This design comes from an exercise in tuning for small area, a short achievable clock period and few clock cycles on the open sky130 flow, not from production work.
Only simulation tests tie the RTL to the original design; equivalence was not proved.
Power figures rest on the tool's default switching activity, not on a simulated workload.

File: constraint.sdc
create_clock -name core_clock -period 6.0 [get_ports {clk}]
set_input_delay 1.2000 -clock core_clock [delete_from_list [all_inputs] [get_ports {clk}]]
set_output_delay 1.2000 -clock core_clock [all_outputs]
set_load 0.01 [all_outputs]
File: design.v
module milight_bus #(
    parameter [7:0] DEFINED      = 8'h3F,   
    parameter       FLAG_IDX     = 1,       
    parameter [7:0] K3           = 8'h00,   
    parameter [7:0] K4           = 8'h00,   
    parameter       ATTN_EN      = 1,       
    parameter       ATTN_REL_EN  = 1,       
    parameter       ATTN_ACTIVE  = 1,       
    parameter [3:0] T_ASSERT     = 4'd3,
    parameter [3:0] T_HOLD       = 4'd7,
    parameter [3:0] T_RASSERT    = 4'd3,
    parameter [3:0] T_RHOLD      = 4'd7
) (
    input  wire       clk,
    input  wire       rst,
    input  wire       op_valid,
    input  wire [3:0] op,
    input  wire [9:0] arg,
    output reg  [7:0] resp,
    output wire       busy,
    output wire       attn_pin
);
    localparam OP_ACT   = 4'd1;
    localparam OP_CFG   = 4'd2;
    localparam OP_START = 4'd3;
    localparam OP_RESET = 4'd4;
    localparam OP_TICK  = 4'd5;
    localparam OP_STEP  = 4'd6;
    localparam OP_ARB   = 4'd7;
    localparam OP_TMO   = 4'd8;
    localparam OP_W     = 4'd9;
    localparam [7:0] R_OK    = 8'h00;
    localparam [7:0] R_BUSUN = 8'h01;
    localparam [7:0] R_BUSY  = 8'h02;
    localparam [7:0] R_INVAL = 8'h03;
    localparam [7:0] R_REF   = 8'hFF;
    localparam TX_DEPTH = 8;
    localparam [3:0] TX_LOW_THRESH = 4'd2;
    localparam [1:0] RX_DEPTH = 2'd2;
    localparam [1:0] E_IDLE = 2'd0, E_ADDR = 2'd1, E_XFER = 2'd2;
    localparam [1:0] D_NONE = 2'd0, D_READ = 2'd1, D_WRITE = 2'd2;
    localparam [2:0] P_IDLE = 3'd0, P_SET = 3'd1, P_ASSERT = 3'd2, P_HOLD = 3'd3,
                     P_CLEARED = 3'd4, P_RASSERT = 3'd5, P_RHOLD = 3'd6;
    reg  [7:0] img [0:4];
    reg        configured;
    reg  [6:0] own_addr;
    reg        engine_en;
    reg  [1:0] eng_state;
    reg  [1:0] dir;
    reg  [2:0] rp;
    reg  [7:0] txf [0:TX_DEPTH-1];
    reg  [2:0] tx_head;
    reg  [3:0] tx_cnt;
    reg  [1:0] rx_cnt;
    reg [15:0] evq [0:1];
    reg  [1:0] ev_cnt;
    reg  [1:0] fe_sel;
    reg        fe_active;
    reg  [2:0] phase;
    reg  [7:0] seq_mask;
    reg  [3:0] timer;
    reg        attn;
    reg        filling;
    reg  [3:0] fill_left;
    assign busy     = (ev_cnt != 2'd0) | filling;
    assign attn_pin = ATTN_ACTIVE ? attn : ~attn;
    wire [1:0] wk = arg[9:8];
    wire [7:0] wd = arg[7:0];
    wire [7:0] p  = arg[7:0];
    wire addr_match = engine_en && (wd[7:1] == own_addr);
    wire timed      = (phase == P_ASSERT) || (phase == P_HOLD) ||
                      (phase == P_RASSERT) || (phase == P_RHOLD);
    wire step_ok    = (phase == P_SET) || (phase == P_CLEARED) || (timed && timer == 4'd0);
    wire class_ok   = (p == 8'h02) || (p == 8'h03) || (p == 8'h06);
    wire [7:0] tx_head_byte = txf[tx_head];
    reg        ev0_v, ev1_v;
    reg [15:0] ev0, ev1;
    always @* begin
        resp  = R_OK;
        ev0_v = 1'b0;
        ev1_v = 1'b0;
        ev0   = 16'h0000;
        ev1   = 16'h0000;
        case (op)
            OP_ACT: begin
                if (!engine_en || !configured)            resp = R_BUSUN;
                else if (phase != P_IDLE)                 resp = R_BUSY;
                else if (p == 8'h00 || (p & ~DEFINED) != 8'h00) resp = R_INVAL;
            end
            OP_CFG: begin
                if (phase != P_IDLE)  resp = R_BUSY;
                else if (!class_ok)   resp = R_REF;
            end
            OP_START: begin
                if (engine_en) resp = R_BUSY;
            end
            OP_STEP: begin
                if (!step_ok) resp = 8'h01;
            end
            OP_ARB: begin
                if (fe_sel == D_READ) begin
                    ev0_v = 1'b1;
                    ev0   = 16'h8000;
                end else begin
                    resp = 8'h01;
                end
            end
            OP_TMO: begin
                if (fe_active) begin
                    ev0_v = 1'b1;
                    ev0   = 16'hA000;
                end else begin
                    resp = 8'h01;
                end
            end
            OP_W: begin
                case (wk)
                    2'b00: begin  
                        if (addr_match) begin
                            ev0_v = 1'b1;
                            ev0   = {8'h10, wd};
                        end else begin
                            resp = 8'h01;  
                        end
                    end
                    2'b01: begin  
                        if (fe_sel == D_WRITE) begin
                            ev0_v = 1'b1;
                            ev0   = (rx_cnt < RX_DEPTH) ? {8'h30, wd} : 16'hB000;
                        end else begin
                            resp = 8'h01;  
                        end
                    end
                    2'b10: begin  
                        if (wd[7:1] != 7'd0) begin
                            resp = R_REF;
                        end else if (fe_sel == D_READ) begin
                            resp = (tx_cnt != 4'd0) ? tx_head_byte : 8'hFF;
                            if (tx_cnt == TX_LOW_THRESH + 4'd1) begin
                                ev0_v = 1'b1;
                                ev0   = {8'h20, 4'd0, (4'd8 - TX_LOW_THRESH)};
                                if (wd[0]) begin
                                    ev1_v = 1'b1;
                                    ev1   = 16'h9000;
                                end
                            end else if (wd[0]) begin
                                ev0_v = 1'b1;
                                ev0   = 16'h9000;
                            end
                        end else begin
                            resp = 8'hFF;  
                        end
                    end
                    default: begin  
                        if (wd != 8'h00) begin
                            resp = R_REF;
                        end else if (fe_active) begin
                            ev0_v = 1'b1;
                            ev0   = 16'h4000;
                        end
                    end
                endcase
            end
            default: resp = R_OK;
        endcase
    end
    wire [15:0] ev      = evq[0];
    wire [3:0]  ev_code = ev[15:12];
    wire [3:0]  tx_free = 4'd8 - tx_cnt;
    integer i;
    always @(posedge clk) begin
        if (rst || (op_valid && op == OP_RESET)) begin
            for (i = 0; i < 5; i = i + 1) img[i] <= 8'h00;
            configured <= 1'b0;
            own_addr   <= 7'd0;
            engine_en  <= 1'b0;
            eng_state  <= E_IDLE;
            dir        <= D_NONE;
            rp         <= 3'd0;
            tx_head    <= 3'd0;
            tx_cnt     <= 4'd0;
            rx_cnt     <= 2'd0;
            ev_cnt     <= 2'd0;
            fe_sel     <= D_NONE;
            fe_active  <= 1'b0;
            phase      <= P_IDLE;
            seq_mask   <= 8'h00;
            timer      <= 4'd0;
            attn       <= 1'b0;
            filling    <= 1'b0;
            fill_left  <= 4'd0;
        end else if (op_valid) begin
            if (ev0_v) begin
                evq[0] <= ev0;
                evq[1] <= ev1;
                ev_cnt <= ev1_v ? 2'd2 : 2'd1;
            end
            case (op)
                OP_ACT: if (resp == R_OK) begin
                    img[FLAG_IDX] <= img[FLAG_IDX] | p;
                    seq_mask      <= p;
                    phase         <= P_SET;
                end
                OP_CFG: if (resp == R_OK) begin
                    img[0]     <= p;
                    img[1]     <= 8'h00;
                    img[2]     <= 8'h00;
                    img[3]     <= K3;
                    img[4]     <= K4;
                    configured <= 1'b1;
                end
                OP_START: if (resp == R_OK) begin
                    own_addr  <= p[6:0];
                    engine_en <= 1'b1;
                end
                OP_TICK: if (timed && timer != 4'd0) timer <= timer - 4'd1;
                OP_STEP: case (phase)
                    P_SET: begin
                        attn  <= (ATTN_EN != 0);
                        timer <= T_ASSERT;
                        phase <= P_ASSERT;
                    end
                    P_ASSERT: if (timer == 4'd0) begin
                        attn  <= 1'b0;
                        timer <= T_HOLD;
                        phase <= P_HOLD;
                    end
                    P_HOLD: if (timer == 4'd0) begin
                        img[FLAG_IDX] <= img[FLAG_IDX] & ~seq_mask;
                        phase         <= P_CLEARED;
                    end
                    P_CLEARED: begin
                        if (ATTN_REL_EN != 0) begin
                            attn  <= 1'b1;
                            timer <= T_RASSERT;
                            phase <= P_RASSERT;
                        end else begin
                            phase <= P_IDLE;
                        end
                    end
                    P_RASSERT: if (timer == 4'd0) begin
                        attn  <= 1'b0;
                        timer <= T_RHOLD;
                        phase <= P_RHOLD;
                    end
                    P_RHOLD: if (timer == 4'd0) begin
                        phase <= P_IDLE;
                    end
                    default: ;
                endcase
                OP_ARB: if (fe_sel == D_READ) fe_sel <= D_NONE;
                OP_TMO: if (fe_active) begin
                    fe_sel    <= D_NONE;
                    fe_active <= 1'b0;
                end
                OP_W: case (wk)
                    2'b00: begin
                        if (addr_match) begin
                            fe_sel    <= wd[0] ? D_READ : D_WRITE;
                            fe_active <= 1'b1;
                        end else begin
                            fe_sel <= D_NONE;
                        end
                    end
                    2'b01: begin
                        if (fe_sel == D_WRITE && rx_cnt < RX_DEPTH) rx_cnt <= rx_cnt + 2'd1;
                    end
                    2'b10: begin
                        if (wd[7:1] == 7'd0 && fe_sel == D_READ) begin
                            if (tx_cnt != 4'd0) begin
                                tx_head <= tx_head + 3'd1;
                                tx_cnt  <= tx_cnt - 4'd1;
                            end
                            if (wd[0]) fe_sel <= D_NONE;
                        end
                    end
                    default: begin
                        if (wd == 8'h00) begin
                            if (fe_active) fe_active <= 1'b0;
                            fe_sel <= D_NONE;
                        end
                    end
                endcase
                default: ;
            endcase
        end else if (filling) begin
            txf[tx_head + tx_cnt[2:0]] <= img[rp];
            tx_cnt    <= tx_cnt + 4'd1;
            rp        <= (rp == 3'd4) ? 3'd0 : rp + 3'd1;
            fill_left <= fill_left - 4'd1;
            if (fill_left == 4'd1) filling <= 1'b0;
        end else if (ev_cnt != 2'd0) begin
            evq[0] <= evq[1];
            ev_cnt <= ev_cnt - 2'd1;
            case (ev_code)
                4'h1: begin
                    if (ev[0]) begin  
                        tx_head   <= 3'd0;
                        tx_cnt    <= 4'd0;
                        rp        <= 3'd0;
                        fill_left <= 4'd5;
                        filling   <= 1'b1;
                        dir       <= D_READ;
                    end else begin    
                        dir       <= D_WRITE;
                    end
                    eng_state <= E_ADDR;
                end
                4'h2: begin  
                    if (dir == D_READ && eng_state != E_IDLE) begin
                        fill_left <= tx_free;
                        filling   <= (tx_free != 4'd0);
                        eng_state <= E_XFER;
                    end
                end
                4'h3: begin  
                    if (rx_cnt != 2'd0) rx_cnt <= rx_cnt - 2'd1;
                    if (dir == D_WRITE && eng_state != E_IDLE) eng_state <= E_XFER;
                end
                4'h4, 4'h8, 4'h9, 4'hA, 4'hB: begin  
                    eng_state <= E_IDLE;
                    dir       <= D_NONE;
                end
                default: ;
            endcase
        end
    end
endmodule
module milight_periph (
    input  wire        clk,
    input  wire        rst,
    input  wire        in_valid,
    output wire        in_ready,
    input  wire [1:0]  in_kind,
    input  wire [15:0] in_word,
    output reg         out_valid,
    output reg  [7:0]  out_data,
    output wire [1:0]  attn
);
    localparam OP_NONE  = 4'd0;
    localparam OP_ACT   = 4'd1;
    localparam OP_CFG   = 4'd2;
    localparam OP_START = 4'd3;
    localparam OP_RESET = 4'd4;
    localparam OP_TICK  = 4'd5;
    localparam OP_STEP  = 4'd6;
    localparam OP_ARB   = 4'd7;
    localparam OP_TMO   = 4'd8;
    localparam OP_W     = 4'd9;
    wire       busy0, busy1;
    wire [7:0] resp0, resp1;
    assign in_ready = !busy0 && !busy1;
    wire accept = in_valid && in_ready;
    reg  [3:0] op;
    reg        to0, to1;       
    reg        top_ans;        
    reg  [7:0] top_resp;
    wire [3:0] cmd_op  = in_word[15:12];
    wire [3:0] cmd_bus = in_word[11:8];
    wire [7:0] cmd_p   = in_word[7:0];
    wire [3:0] sq_op   = in_word[7:4];
    wire [3:0] sq_bus  = in_word[3:0];
    always @* begin
        op       = OP_NONE;
        to0      = 1'b0;
        to1      = 1'b0;
        top_ans  = 1'b1;
        top_resp = 8'hFF;
        case (in_kind)
            2'd0: begin
                case (cmd_op)
                    4'h1, 4'h2, 4'h3: begin
                        op = (cmd_op == 4'h1) ? OP_ACT : (cmd_op == 4'h2) ? OP_CFG : OP_START;
                        if (cmd_op == 4'h3 && cmd_p[7]) begin
                            top_resp = 8'hFF;                  
                        end else if (cmd_bus >= 4'd2) begin
                            top_resp = 8'h01;                  
                        end else begin
                            top_ans = 1'b0;
                            to0 = (cmd_bus == 4'd0);
                            to1 = (cmd_bus == 4'd1);
                        end
                    end
                    4'hF: begin
                        if (in_word[11:0] == 12'h000) begin
                            op       = OP_RESET;
                            to0      = 1'b1;
                            to1      = 1'b1;
                            top_resp = 8'h00;
                        end
                    end
                    default: top_resp = 8'hFF;
                endcase
            end
            2'd1: begin
                if (sq_bus < 4'd2) begin
                    case (sq_op)
                        4'h1: op = OP_TICK;
                        4'h2: op = OP_STEP;
                        4'h4: op = OP_ARB;
                        4'h5: op = OP_TMO;
                        default: op = OP_NONE;
                    endcase
                    if (op != OP_NONE) begin
                        top_ans = 1'b0;
                        to0 = (sq_bus == 4'd0);
                        to1 = (sq_bus == 4'd1);
                    end else if (sq_op == 4'h3) begin
                        top_resp = 8'h01;    
                    end
                end
            end
            default: begin
                op      = OP_W;
                top_ans = 1'b0;
                to0     = (in_kind == 2'd2);
                to1     = (in_kind == 2'd3);
            end
        endcase
    end
    milight_bus #(
        .DEFINED(8'h3F), .FLAG_IDX(1), .K3(8'h00), .K4(8'h00),
        .ATTN_EN(1), .ATTN_REL_EN(1), .ATTN_ACTIVE(0),
        .T_ASSERT(4'd3), .T_HOLD(4'd7), .T_RASSERT(4'd3), .T_RHOLD(4'd7)
    ) u_bus0 (
        .clk(clk), .rst(rst),
        .op_valid(accept && to0), .op(op), .arg(in_word[9:0]),
        .resp(resp0), .busy(busy0), .attn_pin(attn[0])
    );
    milight_bus #(
        .DEFINED(8'hC6), .FLAG_IDX(2), .K3(8'h5A), .K4(8'h81),
        .ATTN_EN(1), .ATTN_REL_EN(0), .ATTN_ACTIVE(1),
        .T_ASSERT(4'd2), .T_HOLD(4'd5), .T_RASSERT(4'd2), .T_RHOLD(4'd5)
    ) u_bus1 (
        .clk(clk), .rst(rst),
        .op_valid(accept && to1), .op(op), .arg(in_word[9:0]),
        .resp(resp1), .busy(busy1), .attn_pin(attn[1])
    );
    always @(posedge clk) begin
        if (rst) begin
            out_valid <= 1'b0;
            out_data  <= 8'h00;
        end else begin
            out_valid <= accept;
            if (accept)
                out_data <= top_ans ? top_resp : (to0 ? resp0 : resp1);
        end
    end
endmodule
File: config.mk
export PLATFORM = sky130hd
export DESIGN_NAME = milight_periph
export DESIGN_NICKNAME = milight_periph
export VERILOG_FILES = /design/flow/design.v
export SDC_FILE = /design/flow/constraint.sdc
export NUM_CORES = 4
export LEC_CHECK = 0
export CAP_MARGIN = 20
export CORE_MARGIN = 2
export CORE_UTILIZATION = 40
export SLEW_MARGIN = 20
File: run.sh
#!/bin/bash
# synth_recipe.tcl (not shown) runs the flow's synth.tcl, then flattens the netlist and writes it again
# the make line also repeats each setting of config.mk as NAME=value (left out here)
make -C /OpenROAD-flow-scripts/flow DESIGN_CONFIG=/design/flow/config.mk WORK_HOME=/design/flow/orfs CLKGATE_MAP_FILE= SYNTH_SCRIPT=/design/flow/synth_recipe.tcl finish
==> run summary <==
path summary, 6_finish.rpt:
| check | start | end | slack (ns) | depth (start not counted) |
|---|---|---|---|---|
| worst min-delay path | u_bus1.img[2][0]$_SDFFE_PP0P_ | u_bus1.img[2][0]$_SDFFE_PP0P_ | 0.45 | 2 |
| worst max register to register | u_bus0.filling$_SDFFE_PP0N_ | u_bus1.tx_cnt[0]$_SDFFE_PP0P_ | 1.72 | 10 |
| worst max-delay path | in_word[3] | u_bus1.img[2][4]$_SDFFE_PP0P_ | 1.32 | 8 |
| worst min register to register | u_bus1.img[2][0]$_SDFFE_PP0P_ | u_bus1.img[2][0]$_SDFFE_PP0P_ | 0.45 | 2 |
cell type report:
class	count	share of cell area
clock buffer	45	0.0579
clock inverter	16	0.00821
inverter	48	0.0109
multi-input combinational	986	0.418
sequential	289	0.437
tap	461	0.0351
timing repair buffer	60	0.0330
power breakdown:
part	internal, mW	switching, mW
Sequential	2.13	0.0673
Clock	1.17	0.819
Combinational	0.233	0.400
Total	3.53	1.29
placed cells by master (no fill, tap or decap), types with 7 or more instances in the layout:
cell and n:
a21o_1 7, ha_1 31, nor2_1 177, clkinv_2 8, o21a_1 13, mux2i_1 54, o211ai_1 7, nand2_1 108
a211oi_1 19, xnor2_1 16, nor2b_1 17, nor3b_1 12, a221oi_1 7, o22ai_1 8, buf_4 27, nand2b_1 18
xor2_1 19, clkdlybuf4s50_1 32, clkbuf_16 35, edfxtp_1 140, mux4_2 32, and3_1 14, and2_1 16, inv_1 48
a221o_1 12, a31oi_1 16, or3_1 16, or2_2 14, nand3b_1 9, dfxtp_1 149, a22oi_1 9, nor4_1 10
nand3_1 17, o311a_1 12, a21oi_1 79, o21ai_0 67, nand4_1 12, nor3_1 26, a22o_1 12
worst max-delay path, cell delays in order:
cell	delay [ns]
clkdlybuf4s50_1	0.61
nor3_2	0.53
and4_1	0.30
o211ai_1	0.29
nor4b_2	0.96
o21ai_0	0.57
nor3_1	0.49
a21oi_1	0.12
metrics by stage:
stage | std cells | power, mW | instance area [um2] | util | hold slack [ns]
after floorplan | 1406 | 2.62 | 14600 | - | 0.412
after global placement | 1844 | 2.85 | 15400 | 0.430 | 0.431
after detailed placement | 1844 | 2.86 | 15400 | 0.430 | 0.435
after CTS | 1905 | 4.85 | 16500 | 0.460 | 0.447
after global routing | 1905 | 5.01 | 16500 | 0.460 | 0.457
final | 1905 | 4.82 | 16500 | 0.460 | 0.449
routing by layer:
metal,GRT usage,share of wire,routed length (um)
met1,0.294,0.47,18300
met2,0.321,0.45,17700
met3,0.0416,0.061,2380
met4,0.0571,0.020,781
met5,0,0,0
cell families after synthesis:
group / count (synthesis) / share of synthesized area
DFF: 289 / 0.493
AOI/OAI and AO/OA: 326 / 0.155
muxes: 90 / 0.0896
adders and majority gates: 34 / 0.0300
buffers and inverters: 131 / 0.0360
xor gates and xnor gates: 35 / 0.0210
and+or+nand+nor: 501 / 0.175
registers in the layout, indices dropped and copies added (netlist names), 8 cells and up, named ones only:
name,count
u_bus0.img,16
u_bus1.txf,64
out_data,8
u_bus1.seq_mask,8
u_bus1.img,16
u_bus0.txf,64
u_bus0.seq_mask,8
==> impl_metrics.json <==
{
  "clock-root-buffer": "clkbuf_16",
  "yosysWarnings": 7,
  "drt_iter0_drc": 917,
  "core-area_mm2": 0.0357,
  "cap_violations": 0,
  "pre_cts_ws_ns": 0.880,
  "clk_pin_slew_ns": 0.06,
  "postSynth.asyncResetShare": 0,
  "setup_ws_ns": 1.32,
  "period_minus_slack_ns": 4.68,
  "io_buffers": 32,
  "yosysTopAreaCell": "edfxtp_1",
  "netlist_instances": 1406,
  "die_y_um": 195,
  "fin_crit_sh": 0.781,
  "setup_violations": 0,
  "power.density_mw_per_mm2": 293,
  "worstSetupPathType": "in2reg",
  "gp_congestion": 1.00,
  "cts_tree": "yes",
  "grtUsageTotal": 0.207,
  "crit_path_start_kind": "primary input",
  "multi_input_area_mm2": 0.00688,
  "synth_area_mm2": 0.0146,
  "cp-end-kind": "register",
  "num_rows": 69,
  "grt_max_degree": 32,
  "worst_pin_slew_ns": 1.01,
  "required_ns": 6.39,
  "num-fill-cells": 3381,
  "synthTopCellsByCount": "nor2_1, dfxtp_1, edfxtp_1, nand2_1, a21oi_1",
  "hpwl_um": 28400,
  "final-seq-area_mm2": 0.00719,
  "gr-total-overflow": 0,
  "synth_seq_cells": 289,
  "finalMaxSlewViolations": 0,
  "max-vdd-ir-drop_mv": 0.163,
  "final_antenna_net_count": 0,
  "worstPathMaxFanout": 8,
  "diodes": 0,
  "arrival_ns": 5.07,
  "synth_area_per_cell_um2": 10.4,
  "skew_ns": 0.0225,
  "dr.pass1.iters": 5,
  "wl_per_cell_um": 20.6,
  "routed_wl_um": 39200,
  "leakage_nw": 5.74,
  "antenna_found_initial": 0,
  "rsz0062_at_grt": "no",
  "chipWidth_um": 195,
  "setup_tns_ns": 0,
  "synth_most_common_cell": "nor2_1",
  "cts_buffers": 34,
  "synth_ff_type": "dfxtp_1",
  "grt_pass1_wl_um": 61500,
  "start_util": 0.408,
  "seq_area_frac_synth": 0.493,
  "die-area_mm2": 0.0380,
  "ios": 33,
  "hold_buffers": 0,
  "drive_above_1_share": 0.116,
  "synth_top_area_frac": 0.288,
  "clk_path_buf_depth": 3,
  "via_per_inst": 5.75,
  "area_delta_synth_final_pct": 12.9,
  "htree_levels": 2,
  "cts_num_sinks": 289,
  "synth_area_leaders": "edfxtp_1, dfxtp_1, mux4_2",
  "dr_total_vias": 10900,
  "cts_setup_buffers": 0,
  "slew_headroom": 0.324,
  "clock.fmax_mhz": 213,
  "status": "timing/DRC/antenna clean",
  "grt_pass1_vias": 10700,
  "nets": 1473,
  "cts_resized": 0,
  "clkLatencyLatePin_ns": 0.53,
  "hp-class": "reg2reg",
  "synth_enable_flop_cells": 140,
  "synth_nets": 1460,
  "synth.distinct_cells": 88,
  "drcViolationCount": 0,
  "hold_viol": 0
}
Testbench counts, summed over its fixed seeds: cycles 50,650.

-- what the ideal ports hide --
The flow's constraints put no driver on any port. The routed layout listed below was extracted and timed again, unchanged, in two steps. Step 1, drivers: a clkbuf_16 drives clk and a buf_2 each remaining input, both assumed. Step 2 times the ports against the registers' clock, not the clock port: input delays grow and output delays shrink by t, the midpoint of the rising clock arrivals with the driver on. Slacks: ideal ports / drivers / drivers and shift; pairs: ideal ports / drivers.
shift t [ns]: 0.566
setup slack, ns: 1.315 / 1.345 / 0.780
cell pins on the clock port's net: 1
After both steps this run still meets setup and hold. The setup slack of this run moves by +0.030 ns with the drivers and by -0.535 ns with both steps.
